Background: an optimization exercise with open tools, aiming at small area, a short achievable clock period and few clock cycles per item. Do not read the settings as production practice. Function was checked by simulation only, so behaviour that the tests miss may differ from the original. Power and IR drop assume default switching activity.

[flow/flow/run.sh]
#!/bin/bash
# The standard ORFS layout (standard.sh, synthesis unchanged) with:
#  - repair_timing asked for extra setup slack, so gates are sized for speed;
#  - port buffers made of sky130_fd_sc_hd__buf_1 instead of the default delay-cell buffer.
# Each step's full output goes to flow_standard.log (and orfs/logs/).
set -euo pipefail
bash standard.sh SETUP_SLACK_MARGIN=7 "BUFFER_PORTS_ARGS=-buffer_cell sky130_fd_sc_hd__buf_1" finish > flow_standard.log 2>&1
[flow/standard.sh]
#!/bin/bash
# synth_recipe.tcl (not shown) runs the flow's synth.tcl, then flattens the netlist and writes it again
# the make line also repeats each setting of config.mk as NAME=value (left out here)
make -C /OpenROAD-flow-scripts/flow DESIGN_CONFIG=/design/flow/config.mk WORK_HOME=/design/flow/orfs CLKGATE_MAP_FILE= SYNTH_SCRIPT=/design/flow/synth_recipe.tcl "${@:-finish}"
[flow/config.mk]
export PLATFORM = sky130hd
export DESIGN_NAME = frame_encoder
export DESIGN_NICKNAME = frame_encoder
export VERILOG_FILES = /design/flow/design.v
export SDC_FILE = /design/flow/constraint.sdc
export NUM_CORES = 4
export LEC_CHECK = 0
export CAP_MARGIN = 20
export CORE_MARGIN = 2
export CORE_UTILIZATION = 40
export SLEW_MARGIN = 20
[flow/constraint.sdc]
create_clock -name core_clock -period 11.0 [get_ports {clk}]
set_input_delay 2.2000 -clock core_clock [delete_from_list [all_inputs] [get_ports {clk}]]
set_output_delay 2.2000 -clock core_clock [all_outputs]
set_load 0.01 [all_outputs]
[flow/design.v]
module crc64_nvme_byte (
    input  wire [63:0] crc_in,
    input  wire [7:0]  data,
    output wire [63:0] crc_out
);
    localparam [63:0] POLY_R = 64'h9A6C9329AC4BC9B5;
    reg [63:0] c;
    integer i;
    always @(*) begin
        c = crc_in ^ {56'd0, data};
        for (i = 0; i < 8; i = i + 1)
            c = c[0] ? ((c >> 1) ^ POLY_R) : (c >> 1);
    end
    assign crc_out = c;
endmodule
module frame_encoder (
    input  wire        clk,
    input  wire        rst,           
    input  wire        cmd_valid,
    output wire        cmd_ready,
    input  wire [63:0] cmd_content_len,
    input  wire [63:0] cmd_seg_size,
    input  wire [63:0] cmd_flags,
    output reg         rsp_valid,
    output reg  [7:0]  rsp_status,
    output reg  [7:0]  rsp_cause,
    output wire [63:0] rsp_msg_len,
    input  wire        in_valid,
    output wire        in_ready,
    input  wire [7:0]  in_data,
    output wire        out_valid,
    input  wire        out_ready,
    output wire [7:0]  out_data,
    output wire        done
);
    localparam [3:0] S_IDLE = 4'd0;    
    localparam [3:0] S_DIV  = 4'd1;    
    localparam [3:0] S_FIN1 = 4'd2;    
    localparam [3:0] S_MADD = 4'd3;    
    localparam [3:0] S_RESP = 4'd4;    
    localparam [3:0] S_MHDR = 4'd5;    
    localparam [3:0] S_SHDR = 4'd6;    
    localparam [3:0] S_CONT = 4'd7;    
    localparam [3:0] S_SFTR = 4'd8;    
    localparam [3:0] S_MFTR = 4'd9;    
    reg [3:0]  state;
    reg [4:0]  cnt;         
    reg [63:0] seg_size;    
    reg [63:0] x;           
    reg [63:0] rem;         
    reg [16:0] q;           
    reg [15:0] seg_num;
    reg        crc_on;
    reg        bad_flags;
    reg        len_big;
    reg        last_is_s;   
    reg [1:0]  madd_c;      
    reg        s_zero;      
    reg        early_err;   
    reg        empty;       
    reg        last_r;      
    reg        x_one_r;     
    reg [3:0]  n_prev;      
    reg [63:0] seg_crc;
    reg [63:0] msg_crc;
    reg        cmd_rdy;
    reg        active;      
    reg        ib_v, is_v, in_rdy;
    reg [7:0]  ib_d, is_d;
    reg        ob_v, ob_last, done_r;
    reg [7:0]  ob_d;
    assign cmd_ready   = cmd_rdy;
    assign in_ready    = in_rdy;
    assign out_valid   = ob_v;
    assign out_data    = ob_d;
    assign done        = done_r;
    assign rsp_msg_len = x;
    wire cmd_fire = cmd_valid & cmd_rdy;
    wire flush    = rst | cmd_fire;
    wire in_fire  = in_valid & in_rdy;
    wire [64:0] div_trial = {rem, q[16]};
    wire [65:0] div_diff  = {1'b0, div_trial} - {2'b0, seg_size};
    wire        div_ge    = ~div_diff[65];
    wire        rem_nz = |rem;
    wire [16:0] n_inc  = {1'b0, q[15:0]} + {16'd0, rem_nz};
    wire [15:0] n_segs = (n_inc[15:0] == 16'd0) ? 16'd1 : n_inc[15:0];
    wire [7:0]  a_byte = {seg_num[6:0], n_prev[3]};
    wire [7:0]  b_byte = crc_on ? {seg_num[3:0], n_prev[3:0]} : {seg_num[4:0], n_prev[3:1]};
    wire [4:0]  k_byte = (cnt[2:0] == 3'd0) ? (crc_on ? 5'd21 : 5'd13) : {3'd0, madd_c};
    wire [9:0]  x_lo_sum = {2'b0, x[7:0]} + {2'b0, a_byte} + {2'b0, b_byte} + {5'd0, k_byte};
    wire [63:0] x_rot    = {(state == S_MADD) ? x_lo_sum[7:0] : x[7:0], x[63:8]};
    wire        last_seg = last_r;
    wire [2:0]  bsel     = cnt[2:0] - 3'd1;
    wire [7:0]  x_byte   = x[7:0];
    wire        x_one    = x_one_r;
    wire        x_zero   = empty;
    wire        x_hi_z   = (x[63:2] == 62'd0);
    reg [7:0] frame_byte;
    always @(*) begin
        frame_byte = 8'h00;
        case (state)
            S_RESP: frame_byte = 8'h01;
            S_MHDR: case (cnt[3:0])
                4'd9:    frame_byte = {7'd0, crc_on};
                4'd10:   frame_byte = 8'h00;
                4'd11:   frame_byte = q[7:0];
                4'd12:   frame_byte = q[15:8];
                default: frame_byte = x_byte;
            endcase
            S_SHDR: case (cnt[3:0])
                4'd15:   frame_byte = seg_num[7:0];
                4'd0:    frame_byte = seg_num[15:8];
                default: frame_byte = x_byte;
            endcase
            S_CONT: frame_byte = ib_d;
            S_SFTR: frame_byte = ~seg_crc[bsel*8 +: 8];
            S_MFTR: frame_byte = ~msg_crc[bsel*8 +: 8];
            default: frame_byte = 8'h00;
        endcase
    end
    wire rsp_ok = ~early_err & ~x[63];
    wire can_push = ~ob_v | out_ready;
    wire streaming = (state == S_MHDR) | (state == S_SHDR) | (state == S_SFTR) |
                     (state == S_MFTR) | ((state == S_CONT) & ib_v);
    wire push     = can_push & (streaming | ((state == S_RESP) & rsp_ok));
    wire pop      = can_push & (state == S_CONT) & ib_v;
    wire msg_end  = ((state == S_MFTR) & (cnt[3:0] == 4'd8)) |
                    ((state == S_CONT) & x_one & ~crc_on & last_seg) |
                    ((state == S_SHDR) & (cnt[3:0] == 4'd8) & x_zero & ~crc_on);
    wire [63:0] seg_crc_next, msg_crc_next;
    crc64_nvme_byte u_seg_crc (.crc_in(seg_crc), .data(ib_d), .crc_out(seg_crc_next));
    crc64_nvme_byte u_msg_crc (.crc_in(msg_crc), .data(ib_d), .crc_out(msg_crc_next));
    always @(posedge clk) begin
        if (rst) begin
            state <= S_IDLE;
        end else if (cmd_fire) begin
            state <= S_DIV;
            cnt   <= 5'd0;
        end else begin
            case (state)
                S_DIV: begin
                    cnt <= cnt + 5'd1;
                    if (cnt == 5'd16) state <= S_FIN1;
                end
                S_FIN1: begin
                    cnt   <= 5'd0;
                    state <= S_MADD;
                end
                S_MADD: begin
                    cnt <= cnt + 5'd1;
                    if (cnt[2:0] == 3'd7) state <= S_RESP;
                end
                S_RESP: begin
                    cnt   <= 5'd1;
                    state <= rsp_ok ? S_MHDR : S_IDLE;
                end
                S_MHDR: if (push) begin
                    if (cnt[3:0] == 4'd12) begin
                        cnt   <= 5'd15;
                        state <= S_SHDR;
                    end else
                        cnt <= cnt + 5'd1;
                end
                S_SHDR: if (push) begin
                    if (cnt[3:0] == 4'd8) begin
                        cnt <= 5'd1;
                        if (!x_zero)     state <= S_CONT;
                        else if (crc_on) state <= S_SFTR;
                        else             state <= S_IDLE;
                    end else
                        cnt <= {1'b0, cnt[3:0] + 4'd1};
                end
                S_CONT: if (push && x_one) begin
                    cnt <= crc_on ? 5'd1 : 5'd15;
                    if (crc_on)        state <= S_SFTR;
                    else if (last_seg) state <= S_IDLE;
                    else               state <= S_SHDR;
                end
                S_SFTR: if (push) begin
                    if (cnt[3:0] == 4'd8) begin
                        cnt   <= last_seg ? 5'd1 : 5'd15;
                        state <= last_seg ? S_MFTR : S_SHDR;
                    end else
                        cnt <= cnt + 5'd1;
                end
                S_MFTR: if (push) begin
                    if (cnt[3:0] == 4'd8) state <= S_IDLE;
                    else                  cnt <= cnt + 5'd1;
                end
                default: ;
            endcase
        end
    end
    always @(posedge clk) begin
        if (cmd_fire) begin
            seg_size  <= cmd_seg_size;
            x         <= cmd_content_len;
            rem       <= {17'd0, cmd_content_len[63:17]};
            q         <= cmd_content_len[16:0];
            crc_on    <= cmd_flags[0];
            bad_flags <= |cmd_flags[63:1];
            len_big   <= cmd_content_len[63];
        end else begin
            case (state)
                S_DIV: begin
                    s_zero <= (seg_size == 64'd0);
                    rem <= div_ge ? div_diff[63:0] : div_trial[63:0];
                    q   <= {q[15:0], div_ge};
                end
                S_FIN1: begin
                    q         <= {q[16] | n_inc[16], n_segs};
                    seg_num   <= n_segs;
                    n_prev    <= 4'd0;
                    last_is_s <= ~rem_nz & (q[15:0] != 16'd0);
                    empty     <= ~rem_nz & (q[15:0] == 16'd0);
                end
                S_MADD: begin
                    x         <= x_rot;
                    madd_c    <= x_lo_sum[9:8];
                    seg_num   <= {8'd0, seg_num[15:8]};
                    n_prev    <= seg_num[7:4];
                    early_err <= s_zero | bad_flags | len_big | q[16];
                end
                S_MHDR: if (push) begin
                    if (cnt[3:0] == 4'd12) seg_num <= 16'd1;
                    if (cnt[3:0] <= 4'd8) x <= x_rot;
                end
                S_SHDR: if (push) begin
                    if (cnt[3:0] == 4'd0)
                        x <= (last_seg && !last_is_s) ? rem : seg_size;
                    else if (cnt[3:0] != 4'd15)
                        x <= x_rot;
                    if (cnt[3:0] == 4'd1)
                        x_one_r <= x_hi_z & (x[1:0] == 2'd1);
                end
                S_CONT: if (pop) begin
                    x       <= x - 64'd1;
                    x_one_r <= x_hi_z & (x[1:0] == 2'd2);
                end
                default: ;
            endcase
            last_r <= (seg_num == q[15:0]);
            if (((state == S_CONT) && push && x_one && !crc_on && !last_seg) ||
                ((state == S_SFTR) && push && cnt[3:0] == 4'd8 && !last_seg))
                seg_num <= seg_num + 16'd1;
        end
    end
    always @(posedge clk) begin
        if (state == S_MHDR)
            msg_crc <= {64{1'b1}};
        else if (pop)
            msg_crc <= msg_crc_next;
        if (state == S_SHDR)
            seg_crc <= {64{1'b1}};
        else if (pop)
            seg_crc <= seg_crc_next;
    end
    always @(posedge clk) begin
        rsp_valid <= 1'b0;
        if (rst) begin
            cmd_rdy <= 1'b1;
            done_r  <= 1'b0;
            active  <= 1'b0;
        end else begin
            if (cmd_fire) begin
                cmd_rdy <= 1'b0;
                done_r  <= 1'b0;
                active  <= 1'b0;
            end else begin
                if (ob_v && out_ready && ob_last) done_r <= 1'b1;
                if (state == S_RESP) begin
                    cmd_rdy   <= 1'b1;
                    rsp_valid <= 1'b1;
                    active    <= rsp_ok;
                    if (s_zero) begin
                        rsp_status <= 8'd4; rsp_cause <= 8'h40;
                    end else if (bad_flags) begin
                        rsp_status <= 8'd1; rsp_cause <= 8'h13;
                    end else if (len_big) begin
                        rsp_status <= 8'd4; rsp_cause <= 8'h41;
                    end else if (q[16]) begin
                        rsp_status <= 8'd4; rsp_cause <= 8'h42;
                    end else if (x[63]) begin
                        rsp_status <= 8'd4; rsp_cause <= 8'h43;
                    end else begin
                        rsp_status <= 8'd0; rsp_cause <= 8'h00;
                    end
                end
                if (push && msg_end) active <= 1'b0;
            end
        end
    end
    reg ib_v_n, is_v_n;
    always @(*) begin
        ib_v_n = ib_v;
        is_v_n = is_v;
        if (flush) begin
            ib_v_n = 1'b0;
            is_v_n = 1'b0;
        end else if (!ib_v || pop) begin
            ib_v_n = is_v | in_fire;
            is_v_n = 1'b0;
        end else if (in_fire) begin
            is_v_n = 1'b1;
        end
    end
    wire active_n = ~flush & (((state == S_RESP) & rsp_ok) |
                              (active & ~(push & msg_end)));
    always @(posedge clk) begin
        ib_v   <= ib_v_n;
        is_v   <= is_v_n;
        in_rdy <= active_n & ~is_v_n;
        if (!ib_v || pop)
            ib_d <= is_v ? is_d : in_data;
        if (in_fire && ib_v && !pop)
            is_d <= in_data;
    end
    always @(posedge clk) begin
        if (flush) begin
            ob_v <= 1'b0;
        end else if (can_push) begin
            ob_v    <= push;
            ob_d    <= frame_byte;
            ob_last <= msg_end;
        end
    end
endmodule
==> results of run 1 <==
-- worst paths after layout --
path / cells after the start / to
hold / removal: 2 / msg_crc[2]
hold reg to reg: 2 / msg_crc[2]
setup reg to reg: 14 / x[63]
setup / recovery: 14 / x[63]
-- worst max-delay path, delay by kind of cell (launching register included) --
kind / cells / cell delay, ns
AO/OA/AOI/OAI: 6 / 1.14
XOR/XNOR: 1 / 0.17
adder cells (fa/ha/maj): 4 / 1.45
buffers and inverters: 1 / 0.19
flip-flops: 1 / 0.45
multiplexers: 1 / 0.30
AND/OR/NAND/NOR: 1 / 0.06
-- report_power, final --
part           leakage, nW  total (W)  switching [W]  internal, W
clock network        0.827    0.00175       0.000715      0.00104
registers             3.74    0.00263       0.000533      0.00209
logic                 7.35    0.00479        0.00284      0.00195
-- layer usage --
metal / GRT usage (%) / up-vias
met5: 0 / -
met4: 8.169 / 2
met3: 5.352 / 192
met2: 40.76 / 1329
met1: 39.58 / 12631
li1: - / 11956
-- what timing repair did --
action	4_1_cts	5_1_grt
setup buffers	8	17
setup endpoints to repair	310	287
gates resized for setup	25	33
gates cloned	1	2
pin swaps	4	5
-- layout by cell type (no fill, tap or decap), types with 23 or more instances in the layout --
master,instances
nand2b_1,23
o21ai_0,201
clkbuf_16,51
xor2_1,160
dfxtp_1,155
a21o_1,34
buf_1,287
a31oi_1,31
o211ai_1,121
nor3_1,53
a21oi_1,294
ha_1,84
xnor2_1,247
nand4_1,40
nor2_1,247
mux4_2,40
inv_1,107
mux2i_1,25
a221oi_1,33
edfxtp_1,258
buf_4,51
nand2_1,361
nand3_1,50
o22ai_1,39
nor4_1,65
-- synthesized netlist by cell type (all sizes together) (35+ instances only) --
master / number
dfxtp: 157
edfxtp: 258
a221oi: 35
clkbuf: 182
nand3: 53
o211ai: 121
xnor2: 268
a21oi: 298
nor4: 72
nor2: 251
nand4: 40
nand2: 365
o21ai: 206
ha: 87
inv: 112
xor2: 165
nor3: 58
mux4: 40
o22ai: 39
-- kinds of logic after synthesis --
logic type / count (synthesis)
adder cells (fa/ha/maj): 101
AO/OA/AOI/OAI: 875
buffers and inverters: 322
multiplexers: 75
XOR/XNOR: 433
flip-flops: 415
AND/OR/NAND/NOR: 959
other: 1
-- registers in the layout, indices dropped and copies added, names as in the netlist, 5 cells and up --
signal,cells
msg_crc,64
rem,64
seg_crc,64
seg_size,64
x,64
q,17
seg_num,16
ib_d,8
is_d,8
ob_d,8
cnt,5
-- metrics by stage --
stage	area [sq um]	hold WS [ns]	total power (W)
2_1_floorplan	28720	0.4728	0.005941
3_3_place_gp	30450	0.4920	0.007193
3_5_place_dp	30450	0.4907	0.007205
4_1_cts	32360	0.5057	0.009019
5_1_grt	32660	0.5301	0.009668
6_report	32660	0.5090	0.009168
-- area by class of cell --
type                    count  area (sq um)  share of cell area [%]
flip-flops and latches    415         10890                   33.35
well taps                 950          1189                   3.640
inverters                 112         431.7                   1.322
repair buffers            346          1568                   4.801
multi-input cells        2456         16880                   51.68
diodes                      1         2.502                0.007663
clock buffers              76          1470                   4.502
clock inverters            17         225.2                  0.6896
==> results.txt, run 1 <==
Detailed routing:
- Once detail routing completed, the nets flagged for antenna violations numbered 0.
- The length of the first detailed-routing pass in iterations is 9.
- The wire length on met2 is 45220 microns.
- For this run, design rule violations remaining after detail routing come to 0.
- The number of design-rule violations left by the first detailed-router iteration is 3162.
- The per-cell routed wire length is 23.96 microns.
- In this run the top signal layer used is met5.
- After detailed routing, the met3 layer carries 10390 microns of wire.
- The detailed-route via count is 26.11k.
- The routed metal-1 wirelength is 45810 microns.
- The final wirelength is 104800 microns.
- The via count normalized by instance count is 5.971.

Placed design:
- Timing analysis after detailed placement gives a worst setup slack of 5.376 ns.
- The congestion estimate from routability-driven global placement came to 0.9705.
- The detailed placement HPWL is 76020 microns.
- Port buffering added 287 buffers.
- The total instance count after detailed placement is 4251.

Synthesis:
- After synthesis, the netlist uses 75 different library cells.
- The Yosys step of the flow raised 2 warnings.
- After Yosys synthesis, and, or, nand and nor cells account for 15.30% of the synthesized area.
- The per-instance average area after synthesis is 8.997 sq um.
- After synthesis, the share of cell area in mux cells is 4.416%.
- Summing the areas of all xor and xnor instances in the mapped netlist gives 14.26% of the synthesized area.
- The cell area after synthesis is 28620 sq um.
- Sequential cells were found to cover 38.05% of the synthesized design area.
- After synthesis, the largest family of logic cells by area is compound AO/OA/AOI/OAI gates.
- The synthesized design contains 415 register bits.
- The synthesized instance count is 3181.
- The adder-cell share of the synthesized area is 4.783%.
- Summed over its instances, the top area cell type makes up 27.07% of the synthesized netlist area.
- Summing the areas of all compound-gate instances in the mapped netlist gives 18.75% of the synthesized area.
- The fraction of registers with async set/reset is 0%.
- For this run, the leading register cell type out of synthesis is edfxtp_1.
- Counting flops with a built-in enable in the synthesized netlist gives 258.
- Sorting the synthesized cells by area gives the leading types as edfxtp_1 (27%), dfxtp_1 (11%), xnor2_1 (7.7%).
- The largest area contributor in the synthesized netlist is edfxtp_1.

Worst setup path:
- The cell that appears most often on the critical path is a21o_1.
- For the worst setup path, the data arrival time is 4.36 ns.
- The slowest library cell on the worst path is fa_1.
- Along the worst path, the maximum fanout reaches 4.
- The critical path is of the flop to flop type.
- For the worst setup path, the data required time is 11.37 ns.
- The kind of end point of the critical path is a flop.
- The register-to-register setup slack is 7.00 ns.
- STA classifies the critical path startpoint as a flop.
- The stage delay of the slowest cell on the critical path is 0.49 ns.
- Walking the worst path, the cells encountered are buf_4, mux2_4, fa_1, fa_1, ha_2, fa_2, a21o_1, a21o_1, a21o_1, a21oi_2, xor2_1, o21ai_1, a221oi_2, nor2_1.
- In this run the critical register-to-register path is launched from crc_on.
- The critical path starts at crc_on.

Layout:
- The net count of the finished layout is 3688.
- Counting the fill cells in the layout gives 6964.
- The final instance count without filler cells is 4373.
- The area growth from synthesis to layout is 14.11%.
- The post-route netlist has 8.036% of its cells at a drive strength greater than 1.
- At the end of the flow the core is filled with cells to 45.92%.

Worst hold path:
- The critical hold path startpoint is msg_crc[2].
- The tightest min-delay check is of the flop to flop type.

Power:
- For this design the static power due to leakage is 11.91 nW.
- Across the VDD grid, the largest voltage drop is 0.1665 mV.
- Power spread over the standard cell area amounts to 280.7 nW/um^2.

Die:
- The floorplan has 98 rows.
- The floorplan die width is 271.5 microns.
- The core area is 71120 sq um.
- The die covers 73700 sq um.
- From bottom edge to top edge, the die measures 271.5 microns.
- During I/O placement, the number of pins put on the boundary was 298.
- Once the floorplan was initialized, standard cells occupied 40.24% of the core.

STA:
- Subtracting the final worst setup slack from the clock period gives 3.996 ns.
- Adding up every negative setup slack in the final design gives 0 ns.
- For the pin with the worst max-slew slack, the measured transition is 1.267 ns.
- Derived from the worst setup path, the maximum achievable clock frequency is 250.3 MHz.
- The clock arrives with 0.04768 ns of skew.
- The post-layout worst setup margin is 7.004 ns.
- The share of the clock period used by the worst path is 36.33%.
- The number of slew-limit violations in the final report is 0.
- Setup repair after global routing could not meet its margin everywhere.
- The count of endpoints failing hold in the final timing report is 0.
- The normalized max-slew margin is 14.75%.
- Setup violations remaining at the end of the flow were counted as 0.

Global routing:
- The overall routing resource usage is 27.23%.
- Entering global routing, the biggest net connects 96 pins.
- After global routing the overflow that remains totals 0.
- The via count of the first global-routing pass is 23.75k.
- The first-pass GRT wire length is 154300 microns.
- The number of antenna violations at the first check in global routing is 2.

Clocking:
- The cts-stage hold buffer count is 0.
- The clock reaches the later pin of the worst-skew pair after 0.64 ns.
- The H-tree was split into 2 levels.
- The clock tree from TritonCTS is built.
- The clock sink total is 415.
- The root buffer cell chosen for the clock tree is clkbuf_16.
- The clock edge transition at the registers on the reported setup and hold paths is 0.06 ns.
- The TritonCTS buffer count is 51.
- No sink is reached through more buffers than the 3 on the longest clock path.

Status:
- The flow ran to the end and the layout has no timing, DRC or antenna violations.

Job:
- The max-cap violation count is 0.
Testbench counts, summed over its fixed seeds: cycles 92,263, items 87,783.
==> inputs of run 2 (changes only) <==
==> flow/flow/run.sh (replaced) <==
#!/bin/bash
# The standard ORFS layout (standard.sh, synthesis unchanged) with:
#  - repair_timing asked for extra setup slack, so gates are sized for speed;
#  - port buffers made of sky130_fd_sc_hd__buf_1 instead of the default delay-cell buffer.
# Each step's full output goes to flow_standard.log (and orfs/logs/).
set -euo pipefail
bash standard.sh SETUP_SLACK_MARGIN=7.5 "BUFFER_PORTS_ARGS=-buffer_cell sky130_fd_sc_hd__buf_1" finish > flow_standard.log 2>&1
--- a/flow/config.mk
+++ b/flow/config.mk
@@ -7,5 +7,5 @@
 export LEC_CHECK = 0
 export CAP_MARGIN = 20
 export CORE_MARGIN = 2
-export CORE_UTILIZATION = 40
+export CORE_UTILIZATION = 60
 export SLEW_MARGIN = 20
==> run 2 against run 1 <==
Net effect:
- via count is 7.3% higher
- total power is 8.6% higher
- first-iteration DRC count increased by 41%
- worst setup slack improved by 0.066 ns
- clock skew down 0.012 ns
- largest power group unchanged
- highest routed layer is now met4
==> results.txt, run 2 <==
Worst setup path:
- The critical path goes through buf_12, inv_8, ha_4, nor2b_4, inv_2, and2_4, fa_1, ha_2, fa_2, a21o_1, a21o_1, a21o_1, a21oi_2, xor2_1, o21ai_2, a221oi_2, nor2_1.
- Along the worst path, the maximum fanout reaches 6.
- The worst register-to-register path has a setup slack of 7.07 ns.
- In this run the critical register-to-register path is launched from cnt[0].
- Broken down by cell family, the worst path's largest delay share belongs to adder cells.
- The buffers plus inverters on the worst setup path is 3.
- The category of the worst setup path launch point is a flop.
- Among the stages of the critical path, the cell type that occurs most often is a21o_1.
- The slowest stage of the critical path belongs to the cell fa_1.
- The critical register-to-register path endpoint is x[63].
- The number of cells on the worst reg-to-reg path is 17.
- The data arrival time at the worst-slack endpoint is 4.31 ns.
- The kind of end point of the critical path is a flop.
- STA puts the critical path data required time at 11.38 ns.
- The stage delay of the slowest cell on the critical path is 0.49 ns.
- By startpoint and endpoint, the worst setup path is classified as flop to flop.

Layout:
- The area growth from synthesis to layout is 20.09%.
- The share of post-route cells with drive strength above 1 is 15.22%.
- In the layout the commonest cells are nand2_1 (356), a21oi_1 (285), edfxtp_1 (258).
- The final layout contains 3816 nets.
- The filler cells instantiated in the layout total 3591.
- The area used by sequential logic in the layout is 10890 sq um.
- The area used by multi-input combinational logic is 17690 sq um.
- The library cell used most frequently in the layout, excluding fill and tap cells, is nand2_1.

Detailed routing:
- Dividing the detail-routed wire length by the instance count gives 25.98 microns.
- After detailed routing, the total wire length is 108200 microns.
- The first detailed-routing pass took 9 iterations.
- After the first detailed-routing iteration, the DRC count stood at 4463.
- The remaining antenna violation count is 0.
- The routed layout has 28.03k vias.
- In the routed design, unresolved DRC markers number 0.
- The via count normalized by instance count is 6.729.

Synthesis:
- The number of enable-type register cells in the synthesized netlist is 258.
- By instance count, the leading cell after synthesis is nand2_1.
- Sorting the synthesized cells by area gives the leading types as edfxtp_1 (27%), dfxtp_1 (11%), xnor2_1 (7.7%).
- Synthesis instantiated 75 different standard cells from the library.
- Counting flops with an async set or reset pin after synthesis yields a share of 0%.
- Counting instances in the post-synthesis netlist gives the leading cell types as nand2_1 (365), a21oi_1 (298), edfxtp_1 (258).
- Dividing the synthesized area by the synthesized cell count gives 8.997 sq um.
- The flip-flop cell with the highest count after synthesis is edfxtp_1.
- The largest area contributor in the synthesized netlist is edfxtp_1.
- The cell area after synthesis is 28620 sq um.
- The synthesized instance count is 3181.
- The number of storage elements in the synthesis netlist is 415.
- The share of the yosys chip area belonging to registers is 38.05%.
- Yosys printed 2 warnings.
- The fraction of post-synthesis cell area in the top cell type by area is 27.07%.

Clocking:
- After clock tree synthesis, the clock-pin slew on the worst setup and hold paths is 0.06 ns.
- The number of H-tree levels is 2.
- The clock tree from TritonCTS is built.
- In this run the clock root is driven by a clkbuf_16.
- The clock network latency to the later pin of the worst-skew pair is 0.65 ns.
- Clock tree synthesis inserted a total of 47 buffers.
- The clock sink total is 415.
- The clock passes through at most 3 buffers.

Die:
- In this run the core area contains 80 standard-cell rows.
- In this run the horizontal extent of the chip is 222.4 microns.
- The effective utilization at floorplan is 60.32%.
- The core area is 47450 sq um.
- The count of pins on the block boundary is 298.
- The die extent in y is 222.4 microns.
- The area enclosed by the die boundary is 49460 sq um.

Worst hold path:
- The path with the worst hold slack has its endpoint at done_r.
- In this run the most critical hold path is launched from done_r.
- The worst hold path stage count is 2.
- The path class of the tightest hold or removal check is flop to flop.

STA:
- Setup repair after global routing could not meet its margin everywhere.
- The achievable clock frequency is 254.5 MHz.
- After routing, the total negative slack on setup checks comes to 0 ns.
- The count of endpoints failing hold in the final timing report came to 0.
- For the finished layout, the period the worst path requires is 3.929 ns.
- The normalized max-slew margin is 30.44%.
- Clock skew on the completed layout was measured at 0.03542 ns.
- The slew at the pin closest to its max-slew limit is 1.043 ns.
- Setup violations remaining at the end of the flow were counted as 0.
- Across all hold checks on the routed design, the worst slack comes to 0.4882 ns.
- Of the available clock period, the critical path in the final layout requires 35.72%.
- The number of slew-limit violations in the final report is 0.

Global routing:
- The number of antenna violations at the first check in global routing is 1.
- The pin count of the biggest net entering global routing is 145.
- The routing layer with the top usage in global route is met2.
- The first-pass GRT wire length is 159500 microns.
- The met1 usage is 54.73%.
- The via count of the first global-routing pass is 26.10k.
- The met2 track utilization from global routing is 63.12%.
- For this run, the total global-route usage over all layers was measured as 41.93%.
- The global-route track usage on met3 is 11.77%.
- Global routing finished with a remaining overflow of 0.

Placed design:
- The detailed placement HPWL is 73720 microns.
- During placement, the flow inserted port buffers numbering 287.
- The routability congestion estimate from global placement is 1.016.

Job:
- The max-cap violation count is 0.

Power:
- The analysis attributes to cell leakage a power of 12.98 nW.
- Across the VDD grid, the largest voltage drop is 0.1975 mV.
- The power density of the placed cells is 289.7 nW/um^2.

Status:
- The run finished with no timing, DRC or antenna violations.
## run 2: cell counts after synthesis
No cell type changed its count.
## run 2: final cells by class
cell class	instances	share of cell area (%)
timing repair inverter	1	0.02184
clock inverter	28	1.125
sequential	415	31.70
tap	615	2.239
multi-input combinational	2458	51.47
clock buffer	60	3.622
timing repair buffer	475	8.519
inverter	112	1.300
antenna	1	0.007281
## run 2: how the worst max path moves through the flow
stage	start	end	cells past startpoint
after floorplan	cnt[0]	x[63]	18
after global placement	cmd_valid	x[52]	6
after detailed placement	cmd_valid	x[9]	6
after CTS	crc_on	x[63]	15
after global routing	cnt[1]	x[63]	16
final	cnt[0]	x[63]	17
## run 2: cell families (layout without fill, tap and decap cells)
logic type	Yosys count	count (layout)	synth area share (%)
simple gates	959	961	15.30
xor+xnor	433	433	14.26
flops	415	415	38.05
mux	75	75	4.416
fa+ha+maj	101	101	4.783
compound gates	875	878	18.75
buf+inv	322	676	4.424
other cells	1	11	0.01310
## run 2: metal layers
layer | vias to the layer above | routed length [microns]
li1 | 12217 | -
met1 | 13186 | 39340
met2 | 2200 | 47240
met3 | 422 | 14050
met4 | 0 | 7596
met5 | - | 0
## run 2: per-stage QoR
step | utilization (%) | cell area (sq um) | setup slack, ns | power (W) | instances
after global routing | 72.43 | 34370 | 6.954 | 0.01038 | 4164
after floorplan | - | 28890 | 7.249 | 0.005964 | 3190
after CTS | 70.57 | 33480 | 7.075 | 0.009441 | 4123
final | 72.44 | 34370 | 7.071 | 0.009955 | 4165
after global placement | 63.30 | 30030 | 5.297 | 0.007114 | 3906
after detailed placement | 63.37 | 30060 | 5.235 | 0.007219 | 3907
## run 2: worst min-delay path: cells and delay by family, from the launching register on
kind             cells  cell delay (ns)
AO/OA/AOI/OAI        1             0.05
flip-flops           1             0.34
AND/OR/NAND/NOR      1             0.07
## run 2: power breakdown
part | total [W] | switching (W) | internal [W]
clock | 0.00169 | 0.000720 | 0.000975
sequential | 0.00258 | 0.000493 | 0.00209
combinational | 0.00568 | 0.00325 | 0.00243
total | 0.00996 | 0.00446 | 0.00549
## run 2: repair_timing
item,4_1_cts,5_1_grt
hold buffers,0,0
gates resized for setup,149,127
cloned,10,3
buffers inserted,118,38
pin swaps,40,33
endpoints found under the setup margin,470,220
==> inputs of run 3 (changes only) <==
--- a/flow/design.v
+++ b/flow/design.v
@@ -36,6 +36,7 @@
     localparam [3:0] S_IDLE = 4'd0;    
     localparam [3:0] S_DIV  = 4'd1;    
     localparam [3:0] S_FIN1 = 4'd2;    
+    localparam [3:0] S_FIN0 = 4'd10;   
     localparam [3:0] S_MADD = 4'd3;    
     localparam [3:0] S_RESP = 4'd4;    
     localparam [3:0] S_MHDR = 4'd5;    
@@ -55,6 +56,10 @@
     reg        len_big;
     reg        last_is_s;   
     reg [1:0]  madd_c;      
+    reg        madd_c2;     
+    reg [7:0]  t_byte;      
+    reg        rem_nz_r;    
+    reg        q_zero_r;    
     reg        s_zero;      
     reg        early_err;   
     reg        empty;       
@@ -81,13 +86,13 @@
     wire [64:0] div_trial = {rem, q[16]};
     wire [65:0] div_diff  = {1'b0, div_trial} - {2'b0, seg_size};
     wire        div_ge    = ~div_diff[65];
-    wire        rem_nz = |rem;
-    wire [16:0] n_inc  = {1'b0, q[15:0]} + {16'd0, rem_nz};
-    wire [15:0] n_segs = (n_inc[15:0] == 16'd0) ? 16'd1 : n_inc[15:0];
+    wire [16:0] n_inc  = {1'b0, q[15:0]} + {16'd0, rem_nz_r | q_zero_r};
+    wire [15:0] n_segs = n_inc[15:0];
     wire [7:0]  a_byte = {seg_num[6:0], n_prev[3]};
     wire [7:0]  b_byte = crc_on ? {seg_num[3:0], n_prev[3:0]} : {seg_num[4:0], n_prev[3:1]};
-    wire [4:0]  k_byte = (cnt[2:0] == 3'd0) ? (crc_on ? 5'd21 : 5'd13) : {3'd0, madd_c};
-    wire [9:0]  x_lo_sum = {2'b0, x[7:0]} + {2'b0, a_byte} + {2'b0, b_byte} + {5'd0, k_byte};
+    wire [4:0]  k_byte = (cnt[3:0] == 4'd0) ? (crc_on ? 5'd21 : 5'd13) : {3'd0, madd_c};
+    wire [9:0]  t_sum    = {2'b0, a_byte} + {2'b0, b_byte} + {5'd0, k_byte};
+    wire [8:0]  x_lo_sum = {1'b0, x[7:0]} + {1'b0, t_byte} + {8'd0, madd_c2};
     wire [63:0] x_rot    = {(state == S_MADD) ? x_lo_sum[7:0] : x[7:0], x[63:8]};
     wire        last_seg = last_r;
     wire [2:0]  bsel     = cnt[2:0] - 3'd1;
@@ -140,15 +145,16 @@
             case (state)
                 S_DIV: begin
                     cnt <= cnt + 5'd1;
-                    if (cnt == 5'd16) state <= S_FIN1;
+                    if (cnt == 5'd16) state <= S_FIN0;
                 end
+                S_FIN0: state <= S_FIN1;
                 S_FIN1: begin
                     cnt   <= 5'd0;
                     state <= S_MADD;
                 end
                 S_MADD: begin
                     cnt <= cnt + 5'd1;
-                    if (cnt[2:0] == 3'd7) state <= S_RESP;
+                    if (cnt[3:0] == 4'd8) state <= S_RESP;
                 end
                 S_RESP: begin
                     cnt   <= 5'd1;
@@ -207,18 +213,27 @@
                     rem <= div_ge ? div_diff[63:0] : div_trial[63:0];
                     q   <= {q[15:0], div_ge};
                 end
+                S_FIN0: begin
+                    rem_nz_r  <= |rem;
+                    q_zero_r  <= (q[15:0] == 16'd0);
+                end
                 S_FIN1: begin
                     q         <= {q[16] | n_inc[16], n_segs};
                     seg_num   <= n_segs;
                     n_prev    <= 4'd0;
-                    last_is_s <= ~rem_nz & (q[15:0] != 16'd0);
-                    empty     <= ~rem_nz & (q[15:0] == 16'd0);
+                    madd_c2   <= 1'b0;
+                    last_is_s <= ~rem_nz_r & ~q_zero_r;
+                    empty     <= ~rem_nz_r & q_zero_r;
                 end
                 S_MADD: begin
-                    x         <= x_rot;
-                    madd_c    <= x_lo_sum[9:8];
+                    t_byte    <= t_sum[7:0];
+                    madd_c    <= t_sum[9:8];
                     seg_num   <= {8'd0, seg_num[15:8]};
                     n_prev    <= seg_num[7:4];
+                    if (cnt[3:0] != 4'd0) begin
+                        x       <= x_rot;
+                        madd_c2 <= x_lo_sum[8];
+                    end
                     early_err <= s_zero | bad_flags | len_big | q[16];
                 end
                 S_MHDR: if (push) begin
==> flow/flow/run.sh (replaced) <==
#!/bin/bash
# The standard ORFS layout (standard.sh, synthesis unchanged) with:
#  - repair_timing asked for extra setup slack, so gates are sized for speed;
#  - port buffers made of sky130_fd_sc_hd__buf_1 instead of the default delay-cell buffer.
# Each step's full output goes to flow_standard.log (and orfs/logs/).
set -euo pipefail
bash standard.sh SETUP_SLACK_MARGIN=7 "BUFFER_PORTS_ARGS=-buffer_cell sky130_fd_sc_hd__buf_1" finish > flow_standard.log 2>&1
--- a/flow/config.mk
+++ b/flow/config.mk
@@ -7,5 +7,5 @@
 export LEC_CHECK = 0
 export CAP_MARGIN = 20
 export CORE_MARGIN = 2
-export CORE_UTILIZATION = 60
+export CORE_UTILIZATION = 40
 export SLEW_MARGIN = 20
==> run 3 against run 2 <==
Net effect:
- die area grew 52%
- sequential cell count grew 11
- largest cell class unchanged
- critical path type unchanged
- cell area shrank 3.9%
- non-clock buffer count shrank 133
==> results.txt, run 3 <==
Status:
- The run finished with no timing, DRC or antenna violations.

Worst setup path:
- The type of the worst setup path is flop to flop.
- In this run the critical register-to-register path is captured at rem[37].
- Along the worst path, the maximum fanout reaches 45.
- The source of the worst register-to-register timing path is seg_size[6].
- The origin of the worst setup path is seg_size[6].
- The kind of end point of the critical path is a flop.
- The worst reg2reg path depth is 13.
- Setup slack on the worst reg-to-reg path comes out at 7.02 ns.
- The category of the worst setup path launch point is a flop.
- The data required time of the critical path is 11.46 ns.
- The data arrival time at the worst-slack endpoint is 4.44 ns.

STA:
- The final worst hold slack is 0.4899 ns.
- Headroom to the max-slew limit came out at 15.03%.
- The final setup violation count is 0.
- Summed over all failing endpoints, the final setup total negative slack is 0 ns.
- Setup repair after global routing could not meet its margin everywhere.
- The clock period could shrink to 3.983 ns.
- The count of endpoints failing hold in the final timing report is 0.
- The final setup skew is 0.03660 ns.
- The achievable clock frequency is 251.1 MHz.
- The slew at the pin closest to its max-slew limit is 1.263 ns.
- Of the available clock period, the critical path in the final layout requires 36.21%.
- The number of slew-limit violations in the final report is 0.

Die:
- The row count is 98.
- The count of pins on the block boundary is 298.
- The die extent in y is 273.9 microns.
- The area enclosed by the die boundary is 75030 sq um.
- Once the floorplan was initialized, standard cells occupied 40.56% of the core.
- The floorplan die width is 273.9 microns.
- The total area inside the core boundary comes to 71850 sq um.

Power:
- The maximum ir drop on the vdd rail is 0.1353 mV.
- For this design the static power due to leakage is 12.03 nW.
- After layout, the design draws a total of 0.008560 W.
- For this design the ratio of total power to cell area is 259.0 nW/um^2.
- The share of total power dissipated in sequential elements is 31.1%.
- The internal portion of total power is 0.004777 W.
- Net switching is 44.20% of the power.
- The part of the total power dissipated in the clock network is 19.4%.
- The switching power is 0.003783 W.
- Combinational logic is responsible for 49.5% of the overall power.

Clocking:
- The cts-stage hold buffer count is 0.
- The number of H-tree levels is 2.
- In this run, CTS created clock tree buffers numbering 50.
- TritonCTS built the clock tree.
- The CTS root buffer is clkbuf_16.
- The clock network latency to the later pin of the worst-skew pair is 0.65 ns.
- The longest clock path from root to sink contains 3 buffers.
- The clock edge transition at the registers on the reported setup and hold paths is 0.06 ns.
- The clock sink total is 426.

Detailed routing:
- The via count normalized by instance count is 5.995.
- The number of DRC violations after detailed routing is 0.
- The remaining antenna violation count is 0.
- The detailed-route via count is 26.41k.
- The pre-antenna-repair detailed-routing pass consisted of 9 iterations.
- The per-cell routed wire length is 24.41 microns.
- The final wirelength is 107500 microns.
- The number of design-rule violations left by the first detailed-router iteration is 3522.

Synthesis:
- The synthesized instance count is 3222.
- Measured against the total synthesized area, the mux share comes to 4.272%.
- The post-synthesis share of cell area spent on and, or, nand and nor gates is 14.65%.
- The largest area contributor in the synthesized netlist is edfxtp_1.
- In the post-synthesis netlist, the cell with the most instances is nand2_1.
- The main combinational cell family by area after synthesis is compound AO/OA/AOI/OAI gates.
- The number of distinct library cell variants in the gate-level netlist after synthesis is 78.
- The count of warnings emitted by yosys is 2.
- By area the synthesized netlist is led by edfxtp_1 (28%), dfxtp_1 (11%), xnor2_1 (7.5%).
- After synthesis, the most frequently instantiated cells are nand2_1 (343), a21oi_1 (308), nor2_1 (275).
- Averaged over all synthesized cells, the footprint is 9.045 sq um.
- In this run, synthesis inferred 269 flip-flops with an integrated enable.
- The flip-flop cell with the highest count after synthesis is edfxtp_1.
- Of the total synthesized cell area, the portion taken by XOR and XNOR cells is 13.92%.
- The share of the yosys chip area belonging to registers is 38.50%.
- The fraction of registers with async set/reset is 0%.
- The cell area that synthesis handed to floorplanning was 29140 sq um.
- The synthesized netlist devotes 4.482% of its cell area to adder and majority cells.
- Synthesis inferred 426 register bits.
- The fraction of post-synthesis cell area in the top cell type by area is 27.72%.
- The compound-cell area share of the yosys netlist is 19.63%.

Placed design:
- During placement, the flow inserted port buffers numbering 287.
- Detailed placement ended at an HPWL of 78740 microns.
- Routability-driven placement finished with a final weighted congestion of 0.9861.

Worst hold path:
- Along the worst hold path, the cell count comes to 2.
- In this run the worst hold path is classified as flop to flop.
- The worst hold path begins at active.
- The worst hold path terminates at in_rdy.

Global routing:
- The first global-routing pass estimated 158800 microns of wire.
- The overall routing resource usage is 27.94%.
- The met1 usage is 40.28%.
- The pin count of the biggest net entering global routing is 121.
- The number of antenna violations at the first check in global routing is 4.
- The total overflow left after global routing is 0.
- The via count of the first global-routing pass is 24.76k.
- met2 is the most crowded layer.
- For met3 alone, demand over resource in global routing was 6.183%.
- The met2 track utilization from global routing is 40.70%.

Job:
- The tool flagged a number of max-cap violations equal to 0.

Layout:
- The library cells used most frequently in the layout, excluding fill and tap cells, are nand2_1 (338), a21oi_1 (307), buf_1 (287).
- The area growth from synthesis to layout is 13.39%.
- For this run, the share of the core covered by cells in the final layout is 45.99%.
- The share of post-route cells with drive strength above 1 is 8.020%.
- The most common cell after layout, fill and taps aside is nand2_1.
- At the end of the flow, the number of nets in the layout was 3716.
run 3: changes by cell type after synthesis, sizes merged, moves of 12 or more:
cell    previous run  this run
o21ai            206       156
nor2             251       275
nand2            365       343
o211ai           121       140
o22ai             39        54
nand2b            23         9
mux2i             25        13
nor4              72        60
run 3: worst max path at each step:
stage	slack, ns	cells after the start	to
2_1_floorplan	5.64	7	x[0]
3_3_place_gp	5.30	8	x[36]
3_5_place_dp	5.30	8	x[33]
4_1_cts	6.99	12	rem[48]
5_1_grt	6.89	13	rem[37]
6_report	7.02	13	rem[37]
run 3: layout make-up:
cell class | count | area, sq um
timing repair buffer | 342 | 1555
sequential | 426 | 11220
clock inverter | 26 | 261.5
antenna | 2 | 5.005
clock buffer | 68 | 1358
tap | 950 | 1189
multi-input combinational | 2470 | 16980
fill | 7084 | 38810
inverter | 122 | 474.2
run 3: per-stage QoR:
step	instances	area (sq um)	setup slack, ns
6_report	4406	33040	7.017
5_1_grt	4404	33040	6.890
4_1_cts	4391	32790	6.992
3_5_place_dp	4287	30960	5.300
3_3_place_gp	4287	30960	5.302
2_1_floorplan	3231	29230	5.636
run 3: worst max-delay path, cell delays in order, from the launching register on:
cell      delay (ns)
edfxtp_1        0.56
inv_1           0.08
ha_1            0.37
a211oi_1        0.32
o21ai_0         0.16
o211ai_1        0.23
a21oi_1         0.20
o21ai_1         0.48
a31oi_4         0.31
nor2_4          0.18
buf_6           0.35
nor3_1          0.08
mux2_2          0.28
a211oi_1        0.19
run 3: cells by family after synthesis:
kind of cell / count (synthesis)
flip-flops: 426
XOR/XNOR: 440
AO/OA/AOI/OAI: 905
multiplexers: 72
buffers and inverters: 339
other: 1
adder cells (fa/ha/maj): 99
AND/OR/NAND/NOR: 940
run 3: what timing repair did:
| action | CTS | global route |
|---|---|---|
| gates resized for setup | 34 | 20 |
| pin swaps | 3 | 4 |
| buffers inserted | 6 | 12 |
| endpoints found under the setup margin | 282 | 183 |
| gates cloned | 4 | 0 |
run 3: power groups by stage:
stage	Clock (W)	Combinational (W)	Sequential [W]
6_report	0.00166	0.00424	0.00266
3_5_place_dp	0	0.00404	0.00267
5_1_grt	0.00174	0.00460	0.00269
3_3_place_gp	0	0.00403	0.00267
4_1_cts	0.00168	0.00413	0.00263
2_1_floorplan	0	0.00313	0.00242
run 3: layer usage:
layer	vias to the layer above	routed length (microns)
li1	12145	-
met1	12660	46680
met2	1392	45460
met3	207	11260
met4	8	4090
met5	-	51
Testbench counts of run 3, summed over its fixed seeds: cycles 92,583, items 87,783.
==> inputs of run 4 (changes only) <==
--- a/flow/config.mk
+++ b/flow/config.mk
@@ -8,4 +8,5 @@
 export CAP_MARGIN = 20
 export CORE_MARGIN = 2
 export CORE_UTILIZATION = 40
+export CTS_BUF_LIST = sky130_fd_sc_hd__clkbuf_8
 export SLEW_MARGIN = 20
==> run 4 against run 3 <==
Net effect:
- still clean
- sequential share of layout area increased by 0.11 points
- total power shrank 1.1%
- synthesized cell count unchanged
- via count rose by 1.5%
- worst hold slack better by 0.0028 ns
- die area unchanged
- wire length rose by 0.79%
- register-to-register slack improved by 0.06 ns
==> results.txt, run 4 <==
Clocking:
- The clock sink total is 426.
- For the worst-skew pair, the clock arrives at the later sink with an insertion delay of 0.72 ns.
- The H-tree generated during clock tree synthesis spans 3 levels.
- The worst-case clock buffer depth is 3.
- The cts-stage hold buffer count is 0.
- The clock edge transition at the registers on the reported setup and hold paths is 0.06 ns.
- The clock tree from TritonCTS is built.
- The CTS root buffer is clkbuf_8.
- Buffers inserted during clock tree synthesis total 80.

Worst setup path:
- The maximum fanout along the worst path is 4.
- The endpoint identified for the worst register-to-register timing path is x[63].
- STA puts the critical path data required time at 11.46 ns.
- The category of the worst setup path launch point is a flop.
- Data on the critical path arrives at its endpoint at 4.38 ns.
- In this run the critical register-to-register path is launched from x[48].
- In this run the worst setup path begins at x[48].
- The kind of end point of the critical path is a flop.
- The type of the worst setup path is flop to flop.
- Counting cells, the worst reg-to-reg path comes to 10.
- Setup slack on the worst reg-to-reg path comes out at 7.08 ns.

Synthesis:
- Summed over its instances, the top area cell type makes up 27.72% of the synthesized netlist area.
- The number of enable-type register cells in the synthesized netlist is 269.
- The most common cell in the synthesized netlist is nand2_1.
- Ranked by total cell area, the synthesized netlist is headed by edfxtp_1 (28%), dfxtp_1 (11%), xnor2_1 (7.5%).
- Sequential cells were found to cover 38.50% of the synthesized design area.
- The largest area contributor in the synthesized netlist is edfxtp_1.
- During synthesis, Yosys emitted a total of 2 warnings.
- The number of distinct library cell variants in the gate-level netlist after synthesis is 78.
- The fraction of registers with async set/reset is 0%.
- Synthesis inferred 426 register bits.
- A synthesized cell averages 9.045 sq um.
- The post-synthesis share of cell area spent on and, or, nand and nor gates is 14.65%.
- The mux cell area share after synthesis is 4.272%.
- Counting instances in the post-synthesis netlist gives the leading cell types as nand2_1 (343), a21oi_1 (308), nor2_1 (275).
- For this run, the leading register cell type out of synthesis is edfxtp_1.
- The compound-cell area share of the yosys netlist is 19.63%.
- In the synthesized netlist, the number of instances is 3222.
- The xor/xnor share of the synthesized area is 13.92%.
- By area, the combinational part of the netlist is dominated by compound AO/OA/AOI/OAI gates.
- Of the total synthesized cell area, the portion taken by full adders, half adders and majority gates is 4.482%.
- In this run the cell area of the synthesized design comes to 29140 sq um.

STA:
- The count of endpoints failing hold in the final timing report is 0.
- The number of slew-limit violations in the final report is 0.
- The final setup skew is 0.06897 ns.
- The slew at the pin closest to its max-slew limit is 1.232 ns.
- For the final routed database, the setup TNS stands at 0 ns.
- The clock period minus final worst setup slack is 3.919 ns.
- The worst pin sits at a relative slew slack of 17.14%.
- The achievable clock frequency is 255.2 MHz.
- Setup repair after global routing could not meet its margin everywhere.
- Across all setup checks in the final design, the least slack found is 7.081 ns.
- Of the available clock period, the critical path in the final layout requires 35.63%.
- The final setup violation count is 0.

Power:
- Per report_power, the sequential group accounts for 31.5% of the total.
- The power density of the placed cells is 256.9 nW/um^2.
- The leakage power is 12.13 nW.
- Combinational logic is responsible for 50.0% of the overall power.
- The switching power is 0.003816 W.
- The maximum ir drop on the vdd rail is 0.1656 mV.
- The part of the total power dissipated in the clock network is 18.5%.
- Of the total power, the share spent switching nets is 45.09%.
- The internal power of the cells totals 0.004647 W.

Placed design:
- Routability-driven placement finished with a final weighted congestion of 0.9861.
- At the placement stage, the worst setup path has a slack of 5.300 ns.
- Port buffering added 287 buffers.
- Detailed placement finished with a half-perimeter wire length of 78740 microns.

Die:
- The core area is 71850 sq um.
- The die extent in y is 273.9 microns.
- The floorplan has 98 rows.
- The count of pins on the block boundary is 298.
- Once the floorplan was initialized, standard cells occupied 40.56% of the core.
- The area enclosed by the die boundary is 75030 sq um.
- The floorplan die width is 273.9 microns.

Worst hold path:
- The sink of the worst hold path is in_rdy.
- The worst hold path was traced through 2 stages.
- The class of the tightest hold or removal check is flop to flop.
- The critical hold path startpoint is active.

Detailed routing:
- The final wirelength is 108400 microns.
- The routed layout has 26.82k vias.
- Before antenna repair, the detailed router went through 9 iterations.
- After detailed routing, the number of vias per cell comes to 6.020.
- After detailed routing, the number of remaining DRC violations is 0.
- The remaining antenna violation count is 0.
- The per-cell routed wire length is 24.33 microns.
- The number of design-rule violations left by the first detailed-router iteration is 3358.

Status:
- The run finished with no timing, DRC or antenna violations.

Global routing:
- Across every metal layer, demand over resource in global routing totals 28.14%.
- The via count of the first global-routing pass is 25.05k.
- Global routing finished with a remaining overflow of 0.
- The first global-routing pass estimated 159500 microns of wire.
- The pin count of the biggest net entering global routing is 121.
- The number of antenna violations at the first check in global routing is 7.

Layout:
- The area growth from synthesis to layout is 13.04%.
- The library cell used most frequently in the layout, excluding fill and tap cells, is nand2_1.
- Of the cells placed in the final design, the portion with a size suffix greater than 1 is 8.735%.
- The layout net count is 3742.
- In the layout the commonest cells are nand2_1 (338), a21oi_1 (307), buf_1 (287).

Job:
- Max-cap violations in this run came to 0.
## run 4: changes by cell type in the layout (fill, tap and decap cells not counted), sizes merged
cell | before | now
clkinv | 22 | 34
inv | 118 | 145
clkinvlp | 6 | 1
buf | 342 | 338
bufinv | 2 | 3
clkbuf | 68 | 86
## run 4: worst max-delay path, cell delays in order, from the launching register on
cell      delay, ns
edfxtp_1       0.40
or4_4          0.56
or4_4          0.46
or4_4          0.46
or4_4          0.44
or2_4          0.26
or3_4          0.35
nor3_2         0.23
xnor2_1        0.16
o221ai_1       0.13
o22a_2         0.23
## run 4: what timing repair did
item / 4_1_cts / 5_1_grt
endpoints found under the hold margin: 0 / 0
pin swaps: 3 / 1
gates resized for setup: 31 / 22
gates cloned: 4 / 0
setup endpoints to repair: 253 / 171
buffers inserted: 7 / 7
## run 4: per-layer routing
layer | global-route usage [%] | wire, microns | vias up
met5 | 0 | 63 | -
met4 | 10.76 | 4070 | 10
met3 | 6.875 | 11460 | 216
met2 | 40.75 | 45840 | 1509
met1 | 40.25 | 46950 | 12857
li1 | - | - | 12228
## run 4: cells by family after synthesis
kind of cell	Yosys count
other	1
muxes	72
buffers and inverters	339
AOI/OAI and AO/OA	905
adders and majority gates	99
DFF	426
and+or+nand+nor	940
xor gates and xnor gates	440
## run 4: power by group through the flow
stage / logic, W / registers [W] / clock network (W)
after detailed placement: 0.00404 / 0.00267 / 0
after global placement: 0.00403 / 0.00267 / 0
final: 0.00423 / 0.00266 / 0.00157
after global routing: 0.00459 / 0.00269 / 0.00165
after CTS: 0.00413 / 0.00263 / 0.00158
after floorplan: 0.00313 / 0.00242 / 0
## run 4: stage by stage
step	instance area (sq um)	total power [W]	utilization [%]	cells	hold slack, ns
floorplan	29230	0.005554	-	3231	0.4415
global placement	30960	0.006700	43.09	4287	0.4729
detailed placement	30960	0.006707	43.09	4287	0.4664
CTS	32730	0.008347	45.55	4445	0.4850
global route	32940	0.008925	45.84	4454	0.5083
finish	32940	0.008463	45.85	4455	0.4927
## run 4: worst max path at each step
stage | end | slack [ns] | depth (start not counted)
4_1_cts | rem[37] | 7.00 | 12
5_1_grt | seg_crc[8] | 6.98 | 9
6_report | x[63] | 7.08 | 10
2_1_floorplan | x[0] | 5.64 | 7
3_5_place_dp | x[33] | 5.30 | 8
3_3_place_gp | x[36] | 5.30 | 8
## run 4: final cells by class
cell class	count	area (sq um)
antenna	2	5.005
clock buffer	86	1184
clock inverter	61	379.1
fill	7144	38910
inverter	122	470.5
multi-input combinational	2470	16960
sequential	426	11220
tap	950	1189
timing repair buffer	338	1529
==> inputs of run 5 (changes only) <==
--- a/flow/design.v
+++ b/flow/design.v
@@ -3,15 +3,71 @@
     input  wire [7:0]  data,
     output wire [63:0] crc_out
 );
-    localparam [63:0] POLY_R = 64'h9A6C9329AC4BC9B5;
-    reg [63:0] c;
-    integer i;
-    always @(*) begin
-        c = crc_in ^ {56'd0, data};
-        for (i = 0; i < 8; i = i + 1)
-            c = c[0] ? ((c >> 1) ^ POLY_R) : (c >> 1);
-    end
-    assign crc_out = c;
+    wire [7:0] e = crc_in[7:0] ^ data;
+    assign crc_out[0] = e[0] ^ e[2] ^ e[3] ^ e[4] ^ e[6] ^ e[7] ^ crc_in[8];
+    assign crc_out[1] = e[1] ^ e[2] ^ e[5] ^ e[6] ^ crc_in[9];
+    assign crc_out[2] = e[2] ^ e[3] ^ e[6] ^ e[7] ^ crc_in[10];
+    assign crc_out[3] = e[0] ^ e[2] ^ e[6] ^ crc_in[11];
+    assign crc_out[4] = e[0] ^ e[1] ^ e[3] ^ e[7] ^ crc_in[12];
+    assign crc_out[5] = e[0] ^ e[1] ^ e[3] ^ e[6] ^ e[7] ^ crc_in[13];
+    assign crc_out[6] = e[0] ^ e[1] ^ e[3] ^ e[6] ^ crc_in[14];
+    assign crc_out[7] = e[1] ^ e[2] ^ e[4] ^ e[7] ^ crc_in[15];
+    assign crc_out[8] = e[0] ^ e[4] ^ e[5] ^ e[6] ^ e[7] ^ crc_in[16];
+    assign crc_out[9] = e[1] ^ e[2] ^ e[3] ^ e[4] ^ e[5] ^ crc_in[17];
+    assign crc_out[10] = e[2] ^ e[3] ^ e[4] ^ e[5] ^ e[6] ^ crc_in[18];
+    assign crc_out[11] = e[0] ^ e[3] ^ e[4] ^ e[5] ^ e[6] ^ e[7] ^ crc_in[19];
+    assign crc_out[12] = e[1] ^ e[2] ^ e[3] ^ e[5] ^ crc_in[20];
+    assign crc_out[13] = e[2] ^ e[3] ^ e[4] ^ e[6] ^ crc_in[21];
+    assign crc_out[14] = e[3] ^ e[4] ^ e[5] ^ e[7] ^ crc_in[22];
+    assign crc_out[15] = e[0] ^ e[2] ^ e[3] ^ e[5] ^ e[7] ^ crc_in[23];
+    assign crc_out[16] = e[0] ^ e[1] ^ e[2] ^ e[7] ^ crc_in[24];
+    assign crc_out[17] = e[1] ^ e[4] ^ e[6] ^ e[7] ^ crc_in[25];
+    assign crc_out[18] = e[0] ^ e[3] ^ e[4] ^ e[5] ^ e[6] ^ crc_in[26];
+    assign crc_out[19] = e[1] ^ e[4] ^ e[5] ^ e[6] ^ e[7] ^ crc_in[27];
+    assign crc_out[20] = e[0] ^ e[3] ^ e[4] ^ e[5] ^ crc_in[28];
+    assign crc_out[21] = e[0] ^ e[1] ^ e[4] ^ e[5] ^ e[6] ^ crc_in[29];
+    assign crc_out[22] = e[1] ^ e[2] ^ e[5] ^ e[6] ^ e[7] ^ crc_in[30];
+    assign crc_out[23] = e[4] ^ crc_in[31];
+    assign crc_out[24] = e[5] ^ crc_in[32];
+    assign crc_out[25] = e[6] ^ crc_in[33];
+    assign crc_out[26] = e[7] ^ crc_in[34];
+    assign crc_out[27] = e[2] ^ e[3] ^ e[4] ^ e[6] ^ e[7] ^ crc_in[35];
+    assign crc_out[28] = e[0] ^ e[2] ^ e[5] ^ e[6] ^ crc_in[36];
+    assign crc_out[29] = e[0] ^ e[1] ^ e[3] ^ e[6] ^ e[7] ^ crc_in[37];
+    assign crc_out[30] = e[1] ^ e[3] ^ e[6] ^ crc_in[38];
+    assign crc_out[31] = e[2] ^ e[4] ^ e[7] ^ crc_in[39];
+    assign crc_out[32] = e[2] ^ e[4] ^ e[5] ^ e[6] ^ e[7] ^ crc_in[40];
+    assign crc_out[33] = e[2] ^ e[4] ^ e[5] ^ crc_in[41];
+    assign crc_out[34] = e[3] ^ e[5] ^ e[6] ^ crc_in[42];
+    assign crc_out[35] = e[0] ^ e[4] ^ e[6] ^ e[7] ^ crc_in[43];
+    assign crc_out[36] = e[1] ^ e[2] ^ e[3] ^ e[4] ^ e[5] ^ e[6] ^ crc_in[44];
+    assign crc_out[37] = e[2] ^ e[3] ^ e[4] ^ e[5] ^ e[6] ^ e[7] ^ crc_in[45];
+    assign crc_out[38] = e[0] ^ e[2] ^ e[5] ^ crc_in[46];
+    assign crc_out[39] = e[0] ^ e[1] ^ e[3] ^ e[6] ^ crc_in[47];
+    assign crc_out[40] = e[1] ^ e[2] ^ e[4] ^ e[7] ^ crc_in[48];
+    assign crc_out[41] = e[4] ^ e[5] ^ e[6] ^ e[7] ^ crc_in[49];
+    assign crc_out[42] = e[2] ^ e[3] ^ e[4] ^ e[5] ^ crc_in[50];
+    assign crc_out[43] = e[3] ^ e[4] ^ e[5] ^ e[6] ^ crc_in[51];
+    assign crc_out[44] = e[0] ^ e[4] ^ e[5] ^ e[6] ^ e[7] ^ crc_in[52];
+    assign crc_out[45] = e[0] ^ e[1] ^ e[2] ^ e[3] ^ e[4] ^ e[5] ^ crc_in[53];
+    assign crc_out[46] = e[0] ^ e[1] ^ e[2] ^ e[3] ^ e[4] ^ e[5] ^ e[6] ^ crc_in[54];
+    assign crc_out[47] = e[0] ^ e[1] ^ e[2] ^ e[3] ^ e[4] ^ e[5] ^ e[6] ^ e[7] ^ crc_in[55];
+    assign crc_out[48] = e[1] ^ e[5] ^ crc_in[56];
+    assign crc_out[49] = e[0] ^ e[2] ^ e[6] ^ crc_in[57];
+    assign crc_out[50] = e[0] ^ e[1] ^ e[3] ^ e[7] ^ crc_in[58];
+    assign crc_out[51] = e[0] ^ e[1] ^ e[3] ^ e[6] ^ e[7] ^ crc_in[59];
+    assign crc_out[52] = e[1] ^ e[3] ^ e[6] ^ crc_in[60];
+    assign crc_out[53] = e[0] ^ e[2] ^ e[4] ^ e[7] ^ crc_in[61];
+    assign crc_out[54] = e[0] ^ e[1] ^ e[2] ^ e[4] ^ e[5] ^ e[6] ^ e[7] ^ crc_in[62];
+    assign crc_out[55] = e[1] ^ e[4] ^ e[5] ^ crc_in[63];
+    assign crc_out[56] = e[0] ^ e[2] ^ e[5] ^ e[6];
+    assign crc_out[57] = e[0] ^ e[1] ^ e[3] ^ e[6] ^ e[7];
+    assign crc_out[58] = e[0] ^ e[1] ^ e[3] ^ e[6];
+    assign crc_out[59] = e[0] ^ e[1] ^ e[2] ^ e[4] ^ e[7];
+    assign crc_out[60] = e[0] ^ e[1] ^ e[4] ^ e[5] ^ e[6] ^ e[7];
+    assign crc_out[61] = e[0] ^ e[1] ^ e[3] ^ e[4] ^ e[5];
+    assign crc_out[62] = e[0] ^ e[1] ^ e[2] ^ e[4] ^ e[5] ^ e[6];
+    assign crc_out[63] = e[1] ^ e[2] ^ e[3] ^ e[5] ^ e[6] ^ e[7];
 endmodule
 module frame_encoder (
     input  wire        clk,
@@ -59,6 +115,7 @@
     reg        madd_c2;     
     reg [7:0]  t_byte;      
     reg        rem_nz_r;    
+    reg [7:1]  x_borrow;    
     reg        q_zero_r;    
     reg        s_zero;      
     reg        early_err;   
@@ -197,6 +254,13 @@
             endcase
         end
     end
+    wire [7:0] x_dec_en = {x_borrow, pop};
+    integer i;
+    always @(posedge clk) begin
+        for (i = 1; i < 8; i = i + 1)
+            x_borrow[i] <= ~cmd_fire & (state == S_CONT) & x_dec_en[i-1] &
+                           (x[(i-1)*8 +: 8] == 8'd0);
+    end
     always @(posedge clk) begin
         if (cmd_fire) begin
             seg_size  <= cmd_seg_size;
@@ -248,9 +312,10 @@
                     if (cnt[3:0] == 4'd1)
                         x_one_r <= x_hi_z & (x[1:0] == 2'd1);
                 end
-                S_CONT: if (pop) begin
-                    x       <= x - 64'd1;
-                    x_one_r <= x_hi_z & (x[1:0] == 2'd2);
+                S_CONT: begin
+                    for (i = 0; i < 8; i = i + 1)
+                        if (x_dec_en[i]) x[i*8 +: 8] <= x[i*8 +: 8] - 8'd1;
+                    if (pop) x_one_r <= x_hi_z & (x[1:0] == 2'd2);
                 end
                 default: ;
             endcase
==> run 5 against run 4 <==
Net effect:
- largest power group unchanged
- sequential cell count increased by 7
- die area increased by 0.12%
- total power increased by 8.0%
- still clean on timing, DRC and antenna
- cell count increased by 0.67%
- sequential share of layout area increased by 0.18 points
- clock skew decreased by 0.025 ns
- highest routed layer unchanged
- first-iteration DRC count increased by 7.6%
- clock power increased by 4%
==> results.txt, run 5 <==
Status:
- The flow ran to the end and the layout has no timing, DRC or antenna violations.

Detailed routing:
- For this run, design rule violations remaining after detail routing come to 0.
- The final layout contains routed wiring with a total length of 108400 microns.
- The remaining antenna violation count is 0.
- The per-cell routed wire length is 24.17 microns.
- For this block, wires on met1 add up to 47080 microns.
- The detailed-route via count is 26.82k.
- Before antenna repair, the detailed router went through 7 iterations.
- Detailed routing placed a total of 11590 microns of wire on met3.
- The first routing iteration left 3612 violations.
- After detailed routing, no signal wire sits above met5.
- The wire length on met2 is 45650 microns.

Worst hold path:
- The tightest min-delay check is of the flop to flop type.

Layout:
- Leaving out fill and tap cells, the most frequent cells in the layout are nand2_1 (392), buf_1 (287), xnor2_1 (277).
- The layout net count is 3777.
- The library cell used most frequently in the layout, excluding fill and tap cells, is nand2_1.
- Leaving out filler cells and counting taps, the final layout contains 4485.
- Of the cells placed in the final design, the portion with a size suffix greater than 1 is 8.513%.
- The area growth from synthesis to layout is 13.69%.

Worst setup path:
- The stage delay of the slowest cell on the critical path is 0.43 ns.
- The category of cells accounting for the largest share of critical-path delay is compound AO/OA/AOI/OAI gates.
- The kind of end point of the critical path is a flop.
- Together, buffers and inverters on the worst path number 3.
- The maximum fanout along the worst path is 50.
- The critical path is of the flop to flop type.
- The most numerous cell type found on the critical path is nor4_2.
- The category of the worst setup path launch point is a flop.
- The data required time of the critical path is 11.43 ns.
- Walking the worst path, the cells encountered are inv_1, ha_4, and4_4, nand2_1, or4_4, a211oi_4, o31ai_2, a211o_1, a2111oi_4, buf_6, nor2_4, buf_12, nor4_2, nor4_2.

Synthesis:
- Yosys mapped the design onto 75 distinct sky130hd cell types.
- In the synthesized netlist the async set-or-reset flop fraction comes to 0%.
- For this run, the leading register cell type out of synthesis is edfxtp_1.
- Synthesis produced 3235 cells.
- By count the netlist is led by nand2_1 (396), xnor2_1 (277), a21oi_1 (273).
- The synthesized design contains 269 enable-type register cells.
- The library cell with the highest instance count after synthesis is nand2_1.
- For this run, the number of Yosys warnings is 1.
- After synthesis, the cell types taking the most area are edfxtp_1 (28%), dfxtp_1 (11%), xnor2_1 (8.3%).
- The cell area after synthesis is 29180 sq um.
- Of the post-synthesis cell area, the dominant cell type holds 27.68%.
- The number of storage elements in the synthesis netlist is 433.

STA:
- The number of slew-limit violations in the final report came to 0.
- The share of the clock period used by the worst path is 36.34%.
- Measured against its own limit, the worst slew margin works out to 30.85%.
- Setup repair after global routing could not meet its margin everywhere.
- Setup violations remaining at the end of the flow were counted as 0.
- The count of endpoints failing hold in the final timing report is 0.
- The achievable clock frequency is 250.2 MHz.
- The clock period minus final worst setup slack is 3.997 ns.

Power:
- The leakage power is 12.38 nW.
- The completed layout was analyzed and its total power is 0.009140 W.
- Power spread over the standard cell area amounts to 275.5 nW/um^2.
- The maximum ir drop on the vdd rail is 0.1263 mV.

Global routing:
- The first-pass GRT wire length is 159400 microns.
- Entering global routing, the biggest net connects 96 pins.
- The aggregate global routing overflow is 0.
- The number of antenna violations at the first check in global routing is 8.
- Across every metal layer, demand over resource in global routing totals 28.01%.

Placed design:
- Including well taps, the total number of placed cells is 4312.
- The count of buffers from port buffering is 287.
- The detailed placement HPWL is 79510 microns.

Clocking:
- The number of H-tree levels is 3.
- CTS placed an instance of clkbuf_8 at the clock tree root.
- After clock tree synthesis, the flow added hold-fix buffers numbering 0.
- The clock tree from TritonCTS is built.
- CTS saw 433 sinks.
- Clock-pin slew was measured on the worst setup and hold paths at 0.06 ns.

Die:
- Measured along the y axis, the die boundary spans 274.1 microns.
- The die covers 75120 sq um.
- In this run the count of I/O pins placed on the die edge is 298.

Job:
- Across the run, the number of max-cap violations was 0.
[run 5: worst paths after layout]
path | depth (start not counted) | slack, ns | end | from
min | 2 | 0.50 | done_r | ob_last
max reg2reg | 14 | 7.00 | rem[44] | seg_size[14]
min reg2reg | 2 | 0.50 | done_r | ob_last
max | 14 | 7.00 | rem[44] | seg_size[14]
[run 5: layout make-up]
cell class	instances	area [sq um]
multi-input combinational	2461	16840
inverter	130	496.7
clock inverter	59	362.8
clock buffer	93	1280
tap	959	1200
antenna	2	5.005
fill	7229	39410
sequential	433	11360
timing repair buffer	348	1627
[run 5: tightest hold or removal path, stage by stage (launching register included)]
cell and delay, ns:
edfxtp_1 0.32, a31oi_1 0.08, nor2_1 0.07
[run 5: cell families (layout without fill, tap and decap cells)]
group	Yosys count	in the layout	share of synthesized area, %
buffers and inverters	352	630	4.824
adder cells (fa/ha/maj)	114	114	5.111
AO/OA/AOI/OAI	870	870	18.97
multiplexers	72	72	4.258
AND/OR/NAND/NOR	961	963	14.92
XOR/XNOR	432	432	12.97
other	1	12	0.01285
flip-flops	433	433	38.94
[run 5: routing by layer]
metal  vias to the layer above  GRT usage, %
met5                         -             0
met4                         8         10.30
met3                       219         5.797
met2                      1487         40.88
met1                     12908         40.60
li1                      12199             -
[run 5: where the power goes]
group / switching, W / internal (W)
clock network: 0.000786 / 0.000852
logic: 0.00272 / 0.00188
registers: 0.000654 / 0.00225
[run 5: repair_timing]
item                       CTS  global route
gates resized for setup     30            53
setup endpoints to repair  216           183
cloned                       1             1
pin swaps                    3             4
buffers inserted             3            13
[run 5: per-stage QoR]
| stage | cell area, sq um | worst slack [ns] |
|---|---|---|
| after floorplan | 29230 | 6.913 |
| after global placement | 30980 | 5.534 |
| after detailed placement | 30980 | 5.493 |
| after CTS | 32760 | 6.945 |
| after global routing | 33170 | 6.891 |
| final | 33170 | 7.003 |
Testbench counts of run 5, summed over its fixed seeds: cycles 92,583, items 87,783.

Check on run 5: ideal ports give 7.003 ns setup slack; a clkbuf_16 on the clock port and buf_2 on the inputs give 7.003 ns; moving port delays by the midpoint clock arrival (0.762 ns) as well gives 6.312 ns.
